From an optimization exercise on the open Yosys and OpenROAD flow, aimed at small area; shortcuts taken in it are not production practice. RTL that was checked went through simulation tests only; none was proved equivalent to the original. No activity file was given, so power comes from the tool's default toggle rates.

== run a ==
Design dsv_core, start of the top module:
module dsv_core (
    input  wire          clk_i,
    input  wire          rst_i,
    input  wire [12:0]   cfg_ch_mask,
    input  wire [19:0]   cfg_start_lim,
    input  wire [19:0]   cfg_clk_min,
    input  wire [19:0]   cfg_clk_max,
    input  wire          smp_valid,
    output wire          smp_ready,
    input  wire [12:0]   smp_lv,
    input  wire          smp_eos,
    output wire [1:0]    req_sel,
    output wire          ev_valid,
    output wire [17:0]   ev,
    output wire [1055:0] rec_bytes,
    output wire [2:0]    status,
    output wire [2:0]    state_o
);
==> module dsv_classifier, before the edit <==
module dsv_classifier #(
    parameter IDX_W = 20
) (
    input  wire [IDX_W-1:0] n_i,
    input  wire [IDX_W-1:0] start_lim_i,
    input  wire [IDX_W-1:0] clk_min_i,
    input  wire [IDX_W-1:0] clk_max_i,
    output wire             start_ok_o,
    output wire             clk_ok_o
);
    assign start_ok_o = (n_i < start_lim_i);
    assign clk_ok_o   = (n_i >= clk_min_i) && (n_i <= clk_max_i);
endmodule
==> module dsv_core, before the edit <==
module dsv_core (
    input  wire          clk_i,
    input  wire          rst_i,
    input  wire [12:0]   cfg_ch_mask,
    input  wire [19:0]   cfg_start_lim,
    input  wire [19:0]   cfg_clk_min,
    input  wire [19:0]   cfg_clk_max,
    input  wire          smp_valid,
    output wire          smp_ready,
    input  wire [12:0]   smp_lv,
    input  wire          smp_eos,
    output wire [1:0]    req_sel,
    output wire          ev_valid,
    output wire [17:0]   ev,
    output wire [1055:0] rec_bytes,
    output wire [2:0]    status,
    output wire [2:0]    state_o
);
    localparam IDX_W = 20;
    localparam [2:0] S_FIND_START  = 3'd0;
    localparam [2:0] S_VERIFY      = 3'd1;
    localparam [2:0] S_NEXT_CLK    = 3'd2;
    localparam [2:0] S_READ_DATA   = 3'd3;
    localparam [2:0] S_HALTED      = 3'd4;
    localparam [1:0] R_PIXELS  = 2'd0;
    localparam [1:0] R_PRESENT = 2'd1;
    localparam [1:0] R_RECORD  = 2'd2;
    localparam [1:0] R_ERROR   = 2'd3;
    reg  [2:0]       state;
    reg              busy;          
    reg  [1:0]       rphase;
    reg              track;         
    reg              second;        
    reg  [7:0]       cmd0;
    reg  [IDX_W-1:0] cnt;           
    reg  [1055:0]    pay;           
    reg              sel;           
    reg              st_cfg_err, st_stream_ended, st_bad_page;
    assign smp_ready = ~rst_i & ~busy;
    wire accept    = smp_valid & smp_ready;
    wire live      = (state != S_HALTED);
    wire take_smp  = accept & ~smp_eos & live;
    wire take_end  = accept &  smp_eos & live;
    wire m_start0, m_start1, m_clk;
    wire start_ok, clk_ok;
    dsv_frontend u_fe (
        .clk_i    (clk_i),
        .rst_i    (rst_i),
        .take_i   (accept),
        .lv_i     (smp_lv[2:0]),
        .track_i  (track),
        .start0_o (m_start0),
        .start1_o (m_start1),
        .clk_o    (m_clk)
    );
    dsv_classifier #(.IDX_W(IDX_W)) u_cls (
        .n_i         (cnt),
        .start_lim_i (cfg_start_lim),
        .clk_min_i   (cfg_clk_min),
        .clk_max_i   (cfg_clk_max),
        .start_ok_o  (start_ok),
        .clk_ok_o    (clk_ok)
    );
    wire [7:0] byte_in  = smp_lv[12:5];              
    wire       sel_in   = smp_lv[0] & ~smp_lv[1];
    wire       page_ok  = (cmd0[7:3] == 5'b10110);   
    wire [2:0] page     = cmd0[2:0];
    wire [2:0] r_row    = cnt[2:0];
    wire [8:0] pix_x    = cnt[11:3];
    wire       cap_last = cnt[7] & cnt[1] & cnt[0];    
    wire       pix_last = sel ? (cnt[11] & (&cnt[5:0])) : (cnt[10] & (&cnt[4:0]));
    wire       pixels   = busy & (rphase == R_PIXELS);
    wire mark = (state == S_FIND_START) ? (m_start0 | m_start1) :
                (state == S_VERIFY)     ? (m_clk & start_ok) :
                                          (m_clk & clk_ok);
    wire       shift_en = (accept & m_clk) | (pixels & (&r_row));
    wire [7:0] shift_in = busy ? pay[7:0] : byte_in;
    always @(posedge clk_i) begin
        if (shift_en)
            pay <= {shift_in, pay[1055:8]};
    end
    wire [IDX_W-1:0] cnt_inc = cnt + 1'b1;
    always @(posedge clk_i) begin
        if (busy) begin
            if (pixels)
                cnt <= cnt_inc;
        end else if (accept) begin
            if (state == S_READ_DATA) begin
                if (m_clk)
                    cnt <= cap_last ? {8'd0, sel_in, 4'd0, sel_in, 5'd0} : cnt_inc;
            end else if (state == S_NEXT_CLK && m_clk && clk_ok && second) begin
                cnt <= {IDX_W{1'b0}};
            end else begin
                cnt <= mark ? {{(IDX_W-1){1'b0}}, 1'b1} : cnt_inc;
            end
        end
    end
    always @(posedge clk_i) begin
        if (rst_i) begin
            state           <= (cfg_ch_mask != 13'd0) ? S_FIND_START : S_HALTED;
            st_cfg_err      <= (cfg_ch_mask == 13'd0);
            st_stream_ended <= 1'b0;
            st_bad_page     <= 1'b0;
            busy            <= 1'b0;
        end else if (!busy) begin
            if (take_end) begin
                st_stream_ended <= 1'b1;
                state           <= S_HALTED;
            end else if (take_smp) begin
                case (state)
                S_FIND_START: begin
                    if (m_start0 | m_start1) begin
                        track <= m_start0;
                        state <= S_VERIFY;
                    end
                end
                S_VERIFY: begin
                    if (m_clk) begin
                        if (start_ok) begin
                            cmd0   <= byte_in;
                            second <= 1'b0;
                            state  <= S_NEXT_CLK;
                        end else begin
                            state  <= S_FIND_START;
                        end
                    end
                end
                S_NEXT_CLK: begin
                    if (m_clk) begin
                        if (clk_ok) begin
                            second <= 1'b1;
                            if (second)
                                state <= S_READ_DATA;
                        end else begin
                            state  <= S_FIND_START;
                        end
                    end
                end
                S_READ_DATA: begin
                    if (m_clk && cap_last) begin
                        sel  <= sel_in;
                        busy <= 1'b1;
                        if (page_ok) begin
                            rphase <= R_PIXELS;
                        end else begin
                            st_bad_page <= 1'b1;
                            rphase      <= R_ERROR;
                        end
                    end
                end
                default: ;
                endcase
            end
        end else begin
            case (rphase)
            R_PIXELS: begin
                if (pix_last)
                    rphase <= R_PRESENT;
            end
            R_PRESENT: begin
                rphase <= R_RECORD;
            end
            default: begin   
                busy  <= 1'b0;
                state <= S_FIND_START;
            end
            endcase
        end
    end
    wire pix_on = pay[3'd7 - r_row];
    reg [15:0] ev_body;
    always @(*) begin
        case (rphase)
        R_PIXELS:  ev_body = {pix_x, page, r_row, pix_on};
        R_PRESENT: ev_body = 16'd0;
        R_RECORD:  ev_body = {page, sel, 12'd0};
        default:   ev_body = {3'd3, 5'd0, cmd0};
        endcase
    end
    assign ev_valid  = ~rst_i & busy;
    assign ev        = {rphase, ev_body};
    assign rec_bytes = pay;
    assign req_sel = (rst_i | busy)          ? 2'd0 :
                     (state == S_FIND_START) ? 2'd1 :
                     (state == S_HALTED)     ? 2'd0 :
                     track                   ? 2'd3 : 2'd2;
    assign status  = {st_bad_page, st_stream_ended, st_cfg_err};
    assign state_o = state;
endmodule
Settings: LEC_CHECK=0, CAP_MARGIN=20, CORE_AREA=5 5 435 435, DIE_AREA=0 0 440 440, SLEW_MARGIN=20; clock period 7.0 ns.
standard.sh (not shown) runs the stock make flow with config.mk's settings and CLKGATE_MAP_FILE= SYNTH_SCRIPT=/design/flow/synth_recipe.tcl, a recipe that flattens the netlist after the stock synthesis.
==> flow/flow/run.sh <==
#!/bin/bash
set -euo pipefail
cd "$(dirname "$0")/.."
export BUFFER_PORTS_ARGS="-buffer_cell sky130_fd_sc_hd__buf_1"
export CTS_ARGS="-sink_clustering_enable -repair_clock_nets -dont_use_dummy_load -buf_list {sky130_fd_sc_hd__clkbuf_4} -sink_clustering_size 10 -sink_clustering_max_diameter 40"
bash standard.sh > standard_flow.log 2>&1
[inputs] run b vs run a
--- a/flow/design.v
+++ b/flow/design.v
@@ -21,17 +21,29 @@
 endmodule
 module dsv_classifier #(
     parameter IDX_W = 20
 ) (
-    input  wire [IDX_W-1:0] n_i,
+    input  wire [IDX_W-1:0] n_inv_i,
     input  wire [IDX_W-1:0] start_lim_i,
     input  wire [IDX_W-1:0] clk_min_i,
     input  wire [IDX_W-1:0] clk_max_i,
     output wire             start_ok_o,
     output wire             clk_ok_o
 );
-    assign start_ok_o = (n_i < start_lim_i);
-    assign clk_ok_o   = (n_i >= clk_min_i) && (n_i <= clk_max_i);
+    wire [IDX_W:0] c_lim, c_min, c_max;
+    assign c_lim[0] = 1'b0;
+    assign c_min[0] = 1'b0;
+    assign c_max[0] = 1'b1;
+    genvar i;
+    generate
+        for (i = 0; i < IDX_W; i = i + 1) begin : g_chain
+            assign c_lim[i+1] = (n_inv_i[i] & start_lim_i[i]) | ((n_inv_i[i] | start_lim_i[i]) & c_lim[i]);
+            assign c_min[i+1] = (n_inv_i[i] & clk_min_i[i])   | ((n_inv_i[i] | clk_min_i[i])   & c_min[i]);
+            assign c_max[i+1] = (n_inv_i[i] & clk_max_i[i])   | ((n_inv_i[i] | clk_max_i[i])   & c_max[i]);
+        end
+    endgenerate
+    assign start_ok_o = c_lim[IDX_W];
+    assign clk_ok_o   = ~c_min[IDX_W] & c_max[IDX_W];
 endmodule
 module dsv_core (
     input  wire          clk_i,
     input  wire          rst_i,
@@ -87,9 +99,9 @@
         .start1_o (m_start1),
         .clk_o    (m_clk)
     );
     dsv_classifier #(.IDX_W(IDX_W)) u_cls (
-        .n_i         (cnt),
+        .n_inv_i     (cnt),
         .start_lim_i (cfg_start_lim),
         .clk_min_i   (cfg_clk_min),
         .clk_max_i   (cfg_clk_max),
         .start_ok_o  (start_ok),
@@ -98,35 +110,36 @@
     wire [7:0] byte_in  = smp_lv[12:5];              
     wire       sel_in   = smp_lv[0] & ~smp_lv[1];
     wire       page_ok  = (cmd0[7:3] == 5'b10110);   
     wire [2:0] page     = cmd0[2:0];
-    wire [2:0] r_row    = cnt[2:0];
-    wire [8:0] pix_x    = cnt[11:3];
-    wire       cap_last = cnt[7] & cnt[1] & cnt[0];    
-    wire       pix_last = sel ? (cnt[11] & (&cnt[5:0])) : (cnt[10] & (&cnt[4:0]));
+    wire [2:0] r_row    = ~cnt[2:0];
+    wire [8:0] pix_x    = ~cnt[11:3];
+    wire       row_last = ~|cnt[2:0];                    
+    wire       cap_last = ~(cnt[7] | cnt[1] | cnt[0]);   
+    wire       pix_last = sel ? ~(cnt[11] | (|cnt[5:0])) : ~(cnt[10] | (|cnt[4:0]));
     wire       pixels   = busy & (rphase == R_PIXELS);
     wire mark = (state == S_FIND_START) ? (m_start0 | m_start1) :
                 (state == S_VERIFY)     ? (m_clk & start_ok) :
                                           (m_clk & clk_ok);
-    wire       shift_en = (accept & m_clk) | (pixels & (&r_row));
+    wire       shift_en = (accept & m_clk) | (pixels & row_last);
     wire [7:0] shift_in = busy ? pay[7:0] : byte_in;
     always @(posedge clk_i) begin
         if (shift_en)
             pay <= {shift_in, pay[1055:8]};
     end
-    wire [IDX_W-1:0] cnt_inc = cnt + 1'b1;
+    wire [IDX_W-1:0] cnt_dec = cnt - 1'b1;    
     always @(posedge clk_i) begin
         if (busy) begin
             if (pixels)
-                cnt <= cnt_inc;
+                cnt <= cnt_dec;
         end else if (accept) begin
             if (state == S_READ_DATA) begin
                 if (m_clk)
-                    cnt <= cap_last ? {8'd0, sel_in, 4'd0, sel_in, 5'd0} : cnt_inc;
+                    cnt <= cap_last ? {8'hff, ~sel_in, 4'hf, ~sel_in, 5'h1f} : cnt_dec;
             end else if (state == S_NEXT_CLK && m_clk && clk_ok && second) begin
-                cnt <= {IDX_W{1'b0}};
+                cnt <= {IDX_W{1'b1}};
             end else begin
-                cnt <= mark ? {{(IDX_W-1){1'b0}}, 1'b1} : cnt_inc;
+                cnt <= mark ? {{(IDX_W-1){1'b1}}, 1'b0} : cnt_dec;
             end
         end
     end
     always @(posedge clk_i) begin
@@ -200,9 +213,9 @@
             end
             endcase
         end
     end
-    wire pix_on = pay[3'd7 - r_row];
+    wire pix_on = pay[cnt[2:0]];           
     reg [15:0] ev_body;
     always @(*) begin
         case (rphase)
         R_PIXELS:  ev_body = {pix_x, page, r_row, pix_on};
### Flow results
Delta (run b minus run a): fraction of area in registers now larger; initial core utilization now smaller; count of cells along the worst register-to-register path now larger. Compared with run a, in run b share of power burned in combinational logic went down; highest net fanout along the worst path dropped 9. Against run a, run b comes in 65 lower on number of placed instances with taps included. Max switching portion of total power across run a and run b: run a. Looking at insertion delay to the later sink of the worst-skew pair across run a and run b, the one that comes out lower is run a. In the flow results for run a and run b, the ratio of cells with drive above 1 in the final layout is larger on run b. Looking at portion of the clock cycle consumed by the worst path in the final layout, run b sits 1.7 points lower than run a does. Run b vs run a, global-route wire length before repair went down by 1.3%. On met2 layer wire length in the routed design: between run a and run b, it ends up lower for run b. Compared with run a, in run b routed wire length moved up; fraction of met2 tracks used by global routing dropped 0.42 points.
No functional check of the RTL was part of run a.

-- what the ideal ports hide --
The results above use ideal ports. As a check the final layouts listed here were re-extracted and re-timed, cells and wires unchanged. Step 1: set_driving_cell puts a clkbuf_16 on clk_i and a buf_2 on each other input, an assumption about the parent block. Step 2 also shifts input and output timing later by t, the mid clock arrival at the registers, as if the neighbouring blocks saw the same clock. Three values: ideal, step 1, step 2; two values: the first two.
| run | t (ns) | setup slack, ns | worst register clock-pin slew, ns |
|---|---|---|---|
| run a | 1.108 | 2.629 / 2.542 / 2.556 | 0.11 / 0.11 |
| run b | 1.151 | 2.749 / 2.663 / 2.608 | 0.11 / 0.11 |
After both steps every run listed still meets setup and hold. The setup slack of run b, which loses most, moves by -0.086 ns with the drivers and by -0.141 ns with both steps.
